From an optimization exercise on the open Yosys and OpenROAD flow, aimed at small area; shortcuts taken in it are not production practice. The RTL was checked by simulation tests, not by an equivalence proof against the original design. Power figures rest on the tool's default switching activity, not on a simulated workload.

Design framer_rx, start of the top module:
module framer_rx (
    input  wire        clk,
    input  wire        rst,
    input  wire        in_valid,
    input  wire [7:0]  in_byte,
    input  wire        in_exhaust,
    output reg         ev_valid,
    output wire [2:0]  ev,
    output wire [2:0]  st,
    output reg         frm_byte_valid,
    output wire [7:0]  frm_byte,
    output wire [16:0] frm_len,
    output wire [31:0] frm_crc_rx,
    output wire [31:0] frm_crc_calc,
    output wire [2:0]  hdr_version,
    output wire        hdr_packet_type,
    output wire        hdr_sec_hdr_flag,
    output wire [10:0] hdr_apid,
    output wire [1:0]  hdr_seq_flags,
    output wire [13:0] hdr_seq_count,
    output wire [15:0] hdr_data_length,
    output wire [47:0] hdr_timing_info,
    output wire [7:0]  hdr_segment_number,
    output wire [7:0]  hdr_function_code,
    output wire [15:0] hdr_address_code
);
Size in the first run: roughly 200 flip-flops.
Settings: LEC_CHECK=0, CAP_MARGIN=20, CORE_MARGIN=2, CORE_UTILIZATION=65, SLEW_MARGIN=20; clock period 5.0 ns.
standard.sh (not shown) runs the stock make flow with config.mk's settings and CLKGATE_MAP_FILE= SYNTH_SCRIPT=/design/flow/synth_recipe.tcl, a recipe that flattens the netlist after the stock synthesis.
==> flow/flow/run.sh <==
#!/bin/bash
# The standard layout (standard.sh), with these changes:
#  - synthesis maps logic with an area-oriented ABC script (flow/synth.tcl);
#  - after floorplan, combinational cells are swapped to their smallest
#    drive strength (flow/downsize.tcl); later repair upsizes where needed;
#  - ports are buffered with sky130_fd_sc_hd__buf_1 instead of the larger
#    cell buffer_ports picks by default;
#  - CTS uses small clock buffers and inserts no dummy loads.
export FLOW_WORK=$PWD
export MY_ABC_SCRIPT=$PWD/flow/abc_area.script
export POST_FLOORPLAN_TCL=$PWD/flow/downsize.tcl
export BUFFER_PORTS_ARGS="-buffer_cell sky130_fd_sc_hd__buf_1"
export CTS_ARGS="-repair_clock_nets -dont_use_dummy_load -buf_list {sky130_fd_sc_hd__clkbuf_2 sky130_fd_sc_hd__clkbuf_4 sky130_fd_sc_hd__clkbuf_8}"
sed "s#SYNTH_SCRIPT=[^ ]*#SYNTH_SCRIPT=$PWD/flow/synth.tcl#" standard.sh > flow_standard.sh
grep -q "SYNTH_SCRIPT=$PWD/flow/synth.tcl" flow_standard.sh || { echo "could not set SYNTH_SCRIPT" >&2; exit 1; }
bash flow_standard.sh > standard.log 2>&1
==> flow/flow/abc_area.script <==
strash
map -a
Other scripts of this flow, unchanged in this note and not shown: flow/flow/downsize.tcl, flow/flow/synth.tcl
Change:
==> flow/flow/abc_area.script (replaced) <==
&get -n
&st
&dch
&nf
&put
topo
dnsize
Settings changed: CORE_UTILIZATION 65 to 72.
Area after synthesis falls by 5.7%.
Die area goes down by 14%.
Via count falls by 5.5%.
Maximum frequency drops by 2.0%.
Total power went down by 0.78%.
Worst setup slack gets worse by 75 ps.
Routed wire length rose by 7.0%.
Final area goes down by 5.4%.
Combinational power drops by 11%.
Clock-buffer cell count stays the same.

The RTL this note starts from:
==> flow/design.v <==
module framer_rx (
    input  wire        clk,
    input  wire        rst,
    input  wire        in_valid,
    input  wire [7:0]  in_byte,
    input  wire        in_exhaust,
    output reg         ev_valid,
    output wire [2:0]  ev,
    output wire [2:0]  st,
    output reg         frm_byte_valid,
    output wire [7:0]  frm_byte,
    output wire [16:0] frm_len,
    output wire [31:0] frm_crc_rx,
    output wire [31:0] frm_crc_calc,
    output wire [2:0]  hdr_version,
    output wire        hdr_packet_type,
    output wire        hdr_sec_hdr_flag,
    output wire [10:0] hdr_apid,
    output wire [1:0]  hdr_seq_flags,
    output wire [13:0] hdr_seq_count,
    output wire [15:0] hdr_data_length,
    output wire [47:0] hdr_timing_info,
    output wire [7:0]  hdr_segment_number,
    output wire [7:0]  hdr_function_code,
    output wire [15:0] hdr_address_code
);
    localparam [2:0] S_IDLE  = 3'd0;
    localparam [2:0] S_SYNC  = 3'd1;
    localparam [2:0] S_PHDR  = 3'd2;
    localparam [2:0] S_SHDR  = 3'd3;
    localparam [2:0] S_DATA  = 3'd4;
    localparam [2:0] S_T1    = 3'd5;
    localparam [2:0] S_T2    = 3'd6;
    localparam [2:0] S_T3    = 3'd7;
    localparam [15:0] N_START = 16'hFFFD;
    reg  [2:0]   s;
    reg  [15:0]  n;           
    reg  [31:0]  crc;         
    reg  [15:0]  last2;       
    reg  [127:0] hdr;         
    reg  [2:0]   e;           
    reg          mm;          
    wire feed   = in_valid;
    wire [7:0] lb = last2[7:0];
    wire [31:0] crc_rx = {n, last2};
    wire [15:0] dlen = hdr[95:80];
    wire in_idle  = (s == S_IDLE);
    wire in_sync  = (s == S_SYNC);
    wire in_phdr  = (s == S_PHDR);
    wire in_shdr  = (s == S_SHDR);
    wire in_data  = (s == S_DATA);
    wire in_trail = s[2] & (s[1] | s[0]);
    wire in_hdr   = in_phdr | in_shdr;
    wire in_frame = s[2] | s[1];
    wire match     = (lb == 8'h55) && (in_byte == 8'hAA);
    wire n_is_2    = n[1] & ~n[0] & ~n[2];    
    wire n_is_12   = n[3] & n[2];             
    wire n_is_dlen = (n == 16'hFFF2);        
    wire short_len = ({lb, in_byte} < 16'd13);
    reg  [7:0] crc_byte;
    always @* begin
        case (s[1:0])
            2'd0: crc_byte = crc[31:24];
            2'd1: crc_byte = crc[23:16];
            2'd2: crc_byte = crc[15:8];
            default: crc_byte = crc[7:0];
        endcase
    end
    wire byte_ne = (in_byte != crc_byte);
    wire [31:0] crc_next;
    wire x0 = crc[0] ^ in_byte[0];
    wire x1 = crc[1] ^ in_byte[1];
    wire x2 = crc[2] ^ in_byte[2];
    wire x3 = crc[3] ^ in_byte[3];
    wire x4 = crc[4] ^ in_byte[4];
    wire x5 = crc[5] ^ in_byte[5];
    wire x6 = crc[6] ^ in_byte[6];
    wire x7 = crc[7] ^ in_byte[7];
    wire p0 = x0 ^ x1;
    wire p1 = x2 ^ x5;
    wire p2 = x3 ^ x6;
    wire p3 = x4 ^ x7;
    wire p4 = p0 ^ x4;
    wire p5 = x5 ^ x6;
    wire p6 = x1 ^ x7;
    wire p7 = x0 ^ x4;
    wire p8 = p1 ^ p2;
    wire p9 = p2 ^ p3;
    wire p10 = p3 ^ x1;
    wire p11 = p10 ^ x3;
    wire p12 = x2 ^ x3;
    wire p13 = p1 ^ p3;
    wire p14 = p0 ^ x7;
    assign crc_next[0] = ~(crc[8] ^ x2);
    assign crc_next[1] = crc[9] ^ x0 ^ x3;
    assign crc_next[2] = ~(crc[10] ^ p4);
    assign crc_next[3] = ~(crc[11] ^ p1 ^ x1);
    assign crc_next[4] = crc[12] ^ p2 ^ x0 ^ x2;
    assign crc_next[5] = crc[13] ^ p11;
    assign crc_next[6] = crc[14] ^ x4 ^ x5;
    assign crc_next[7] = ~(crc[15] ^ p5 ^ x0);
    assign crc_next[8] = ~(crc[16] ^ p6 ^ x6);
    assign crc_next[9] = ~(crc[17] ^ x7);
    assign crc_next[10] = ~(crc[18] ^ x2);
    assign crc_next[11] = ~(crc[19] ^ x3);
    assign crc_next[12] = crc[20] ^ p7;
    assign crc_next[13] = ~(crc[21] ^ p0 ^ x5);
    assign crc_next[14] = ~(crc[22] ^ x1 ^ x2 ^ x6);
    assign crc_next[15] = ~(crc[23] ^ p12 ^ x7);
    assign crc_next[16] = crc[24] ^ p12 ^ p7;
    assign crc_next[17] = ~(crc[25] ^ p4 ^ x3 ^ x5);
    assign crc_next[18] = crc[26] ^ p1 ^ p4 ^ x6;
    assign crc_next[19] = crc[27] ^ p6 ^ p8;
    assign crc_next[20] = crc[28] ^ p9;
    assign crc_next[21] = crc[29] ^ p13;
    assign crc_next[22] = crc[30] ^ p8;
    assign crc_next[23] = crc[31] ^ p9;
    assign crc_next[24] = p13 ^ x0;
    assign crc_next[25] = ~(p0 ^ p8);
    assign crc_next[26] = p0 ^ p9 ^ x2;
    assign crc_next[27] = p11 ^ x5;
    assign crc_next[28] = ~(p5 ^ p7);
    assign crc_next[29] = p14 ^ p5;
    assign crc_next[30] = ~(p14 ^ x6);
    assign crc_next[31] = ~(p6);
    always @(posedge clk) begin
        if (rst) begin
            s              <= S_IDLE;
            ev_valid       <= 1'b0;
            frm_byte_valid <= 1'b0;
        end else begin
            ev_valid       <= in_valid | in_exhaust;
            frm_byte_valid <= feed & in_frame;
            if (feed) begin
                case (s)
                    S_IDLE:  s <= S_SYNC;
                    S_SYNC:  if (match) s <= S_PHDR;
                    S_PHDR:  if (n_is_2) s <= short_len ? S_IDLE : S_SHDR;
                    S_SHDR:  if (n_is_12) s <= S_DATA;
                    S_DATA:  if (n_is_dlen) s <= S_T1;
                    S_T1:    s <= S_T2;
                    S_T2:    s <= S_T3;
                    default: s <= S_IDLE;
                endcase
            end else if (in_exhaust) begin
                s <= S_IDLE;
            end
        end
    end
    always @(posedge clk) begin
        e[0] <= feed & ((in_sync & ~match) | ((s == S_T3) & (mm | byte_ne)));
        e[1] <= feed & (s == S_T3);
        e[2] <= feed & in_phdr & n_is_2 & short_len;
        if (feed)
            mm <= (mm & in_trail) | byte_ne;
        if (feed)
            last2 <= {last2[7:0], in_byte};
        if (feed & in_hdr)
            hdr <= {hdr[119:0], in_byte};
        if (in_idle | in_sync)
            n <= N_START;
        else if (in_trail)
            begin if (feed) n <= {n[7:0], last2[15:8]}; end
        else if (feed)
            n <= (in_shdr & n_is_12) ? ~hdr[87:72] : n + 16'd1;
        if (in_idle | in_sync)
            crc <= 32'd0;
        else if (feed & (in_hdr | (in_data & ~n_is_dlen)))
            crc <= crc_next;
    end
    assign st           = {s[2], s[1] & ~s[2], s[0] & ~s[2]};
    assign ev           = e;
    assign frm_byte     = lb;
    assign frm_crc_rx   = crc_rx;
    assign frm_crc_calc = crc;
    assign frm_len      = {1'b0, dlen} + 17'd7;
    assign hdr_version        = hdr[127:125];
    assign hdr_packet_type    = hdr[124];
    assign hdr_sec_hdr_flag   = hdr[123];
    assign hdr_apid           = hdr[122:112];
    assign hdr_seq_flags      = hdr[111:110];
    assign hdr_seq_count      = hdr[109:96];
    assign hdr_data_length    = hdr[95:80];
    assign hdr_timing_info    = hdr[79:32];
    assign hdr_segment_number = hdr[31:24];
    assign hdr_function_code  = hdr[23:16];
    assign hdr_address_code   = hdr[15:0];
endmodule
export LEC_CHECK = 0
export CAP_MARGIN = 20
export CORE_MARGIN = 2
export CORE_UTILIZATION = 80
export SLEW_MARGIN = 20
create_clock -name core_clock -period 5.0 [get_ports {clk}]
==> flow/flow/run.sh <==
#!/bin/bash
# The standard layout (standard.sh), with these changes:
#  - after floorplan, combinational cells are swapped to their smallest
#    drive strength (flow/downsize.tcl); later repair upsizes where needed;
#  - ports are buffered with sky130_fd_sc_hd__buf_1 instead of the larger
#    cell buffer_ports picks by default;
#  - CTS uses small clock buffers and inserts no dummy loads.
export POST_FLOORPLAN_TCL=$PWD/flow/downsize.tcl
export BUFFER_PORTS_ARGS="-buffer_cell sky130_fd_sc_hd__buf_1"
export CTS_ARGS="-repair_clock_nets -dont_use_dummy_load -buf_list {sky130_fd_sc_hd__clkbuf_2 sky130_fd_sc_hd__clkbuf_4 sky130_fd_sc_hd__clkbuf_8}"
bash standard.sh > standard.log 2>&1
==> flow/flow/downsize.tcl <==
# Run after floorplan (POST_FLOORPLAN_TCL): swap every combinational cell that
# synthesis upsized for timing back to the smallest cell of the same function
# (same name with another drive-strength suffix). Later repair steps upsize
# again where timing needs it.
set db [ord::get_db]
set lib_masters {}
foreach lib [$db getLibs] {
  foreach m [$lib getMasters] {
    dict set lib_masters [$m getName] $m
  }
}
set dont_use $::env(DONT_USE_CELLS)
set swapped 0
foreach inst [[ord::get_db_block] getInsts] {
  set m [$inst getMaster]
  set name [$m getName]
  if {[$m getType] ne "CORE"} { continue }
  if {![regexp {^(sky130_fd_sc_hd__[a-z0-9]+)_([0-9]+)$} $name -> base drive]} { continue }
  # leave sequential cells and buffers as they are
  if {[regexp {__(df|edf|sdf|sedf|dl|buf|clk|conb|tap|fill|decap)} $base]} { continue }
  set area [expr {[$m getWidth] * [$m getHeight]}]
  set best ""
  foreach d {0 1 2} {
    set cand "${base}_$d"
    if {$cand eq $name} { continue }
    if {![dict exists $lib_masters $cand]} { continue }
    if {[lsearch -exact $dont_use $cand] >= 0} { continue }
    set cm [dict get $lib_masters $cand]
    set ca [expr {[$cm getWidth] * [$cm getHeight]}]
    if {$ca < $area} { set area $ca; set best $cand }
  }
  if {$best ne ""} {
    replace_cell [$inst getName] $best
    incr swapped
  }
}
puts "downsize: swapped $swapped cells"
Change:
--- a/flow/flow/run.sh
+++ b/flow/flow/run.sh
@@ -2,2 +2,3 @@
 # The standard layout (standard.sh), with these changes:
+#  - synthesis maps logic with an area-oriented ABC script (flow/synth.tcl);
 #  - after floorplan, combinational cells are swapped to their smallest
@@ -7,2 +8,4 @@
 #  - CTS uses small clock buffers and inserts no dummy loads.
+export FLOW_WORK=$PWD
+export MY_ABC_SCRIPT=$PWD/flow/abc_area.script
 export POST_FLOORPLAN_TCL=$PWD/flow/downsize.tcl
@@ -10,2 +13,4 @@
 export CTS_ARGS="-repair_clock_nets -dont_use_dummy_load -buf_list {sky130_fd_sc_hd__clkbuf_2 sky130_fd_sc_hd__clkbuf_4 sky130_fd_sc_hd__clkbuf_8}"
-bash standard.sh > standard.log 2>&1
+sed "s#SYNTH_SCRIPT=[^ ]*#SYNTH_SCRIPT=$PWD/flow/synth.tcl#" standard.sh > flow_standard.sh
+grep -q "SYNTH_SCRIPT=$PWD/flow/synth.tcl" flow_standard.sh || { echo "could not set SYNTH_SCRIPT" >&2; exit 1; }
+bash flow_standard.sh > standard.log 2>&1
==> flow/flow/abc_area.script (new file) <==
&get -n
&st
&dch
&nf
&st
&syn2
&if -g -K 6
&synch2
&nf
&put
topo
dnsize
==> flow/flow/synth.tcl (new file) <==
# The standard flow's synthesis script (synth_recipe.tcl), with ABC's logic mapping run
# with flow/abc_area.script (area-oriented) instead of ORFS's speed script.
# Flip-flops are mapped before ABC runs, so registers are unchanged.
proc abc {args} {
  set i [lsearch -exact $args -script]
  if {$i >= 0} {
    set args [lreplace $args $i [expr {$i + 1}] -script $::env(MY_ABC_SCRIPT)]
  }
  yosys abc {*}$args
}
source $::env(FLOW_WORK)/synth_recipe.tcl
--- a/flow/config.mk
+++ b/flow/config.mk
@@ -9,3 +9,3 @@
 export CORE_MARGIN = 2
-export CORE_UTILIZATION = 80
+export CORE_UTILIZATION = 65
 export SLEW_MARGIN = 20
Effect: First-iteration DRC count drops by 32%. Wire length drops by 12%. Utilization drops by 14 points. Hold slack got worse by 17 ps. Synthesized area drops by 2.9%. Global-route usage drops by 11 points. Worst setup slack got worse by 170 ps. Critical path depth climbs by 1. Combinational power drops by 13%. Synthesized cell count drops by 4.2%. Non-clock buffer count climbs by 1.
Change:
==> flow/flow/abc_area.script (replaced) <==
&get -n
&st
&dch
&nf
&put
topo
dnsize
=>
- maximum frequency falls by 3.6%
- worst setup slack loses 130 ps
- clock power falls by about 2%
- non-clock buffer count rises by 2
- total power stays flat
Change:
==> flow/flow/run.sh (replaced) <==
#!/bin/bash
# The standard layout (standard.sh), with these changes:
#  - after floorplan, combinational cells are swapped to their smallest
#    drive strength (flow/downsize.tcl); later repair upsizes where needed;
#  - ports are buffered with sky130_fd_sc_hd__buf_1 instead of the larger
#    cell buffer_ports picks by default;
#  - CTS uses small clock buffers and inserts no dummy loads.
export POST_FLOORPLAN_TCL=$PWD/flow/downsize.tcl
export BUFFER_PORTS_ARGS="-buffer_cell sky130_fd_sc_hd__buf_1"
export CTS_ARGS="-repair_clock_nets -dont_use_dummy_load -buf_list {sky130_fd_sc_hd__clkbuf_2 sky130_fd_sc_hd__clkbuf_4 sky130_fd_sc_hd__clkbuf_8}"
bash standard.sh > standard.log 2>&1
removed: flow/flow/abc_area.script
removed: flow/flow/synth.tcl
The changed run passed the timing, design-rule and antenna checks. Final area rises by 0.56%. First-iteration DRC count falls by 17%. Setup slack improved by 470 ps. Total power rises by 1.2%. Utilization falls by 3.0 points.

==> afterwards: timing with drivers on the ports <==
Ports are ideal in the flow. The routed layouts listed here were re-timed in OpenROAD.
Step 1 assumes that a clkbuf_16 drives the clock port and a buf_2 every other input.
Step 2 moves the port delays by t, midway between the first and last clock arrival at a register: inputs arrive t later, outputs are due t later. That takes back most of the time a late clock gives input paths.
Three values: ideal ports, drivers, drivers and shift; two values: the first two.
run | t (ns) | slack for setup (ns) | hold WS [ns] | worst setup path at the end
the first run of note 1 | 0.493 | 1.421 / 1.421 / 1.421 | 0.449 / 0.449 / 0.449 | register to register
the second run of note 1 | 0.488 | 1.346 / 1.308 / 1.495 | 0.434 / 0.434 / 0.434 | input to register
the first run of note 2 | 0.482 | 1.679 / 1.645 / 1.370 | 0.449 / 0.449 / 0.449 | input to register
the second run of note 2 | 0.494 | 1.507 / 1.507 / 1.119 | 0.432 / 0.432 / 0.432 | input to register
the third run of note 2 | 0.483 | 1.376 / 1.339 / 1.565 | 0.445 / 0.445 / 0.445 | input to register
the fourth run of note 2 | 0.483 | 1.843 / 1.803 / 1.720 | 0.440 / 0.440 / 0.440 | input to register
After both steps every run listed still meets setup and hold. For the second run of note 2, which loses most, drivers alone change the setup slack by 0.000 ns; drivers and shift together by -0.388 ns.
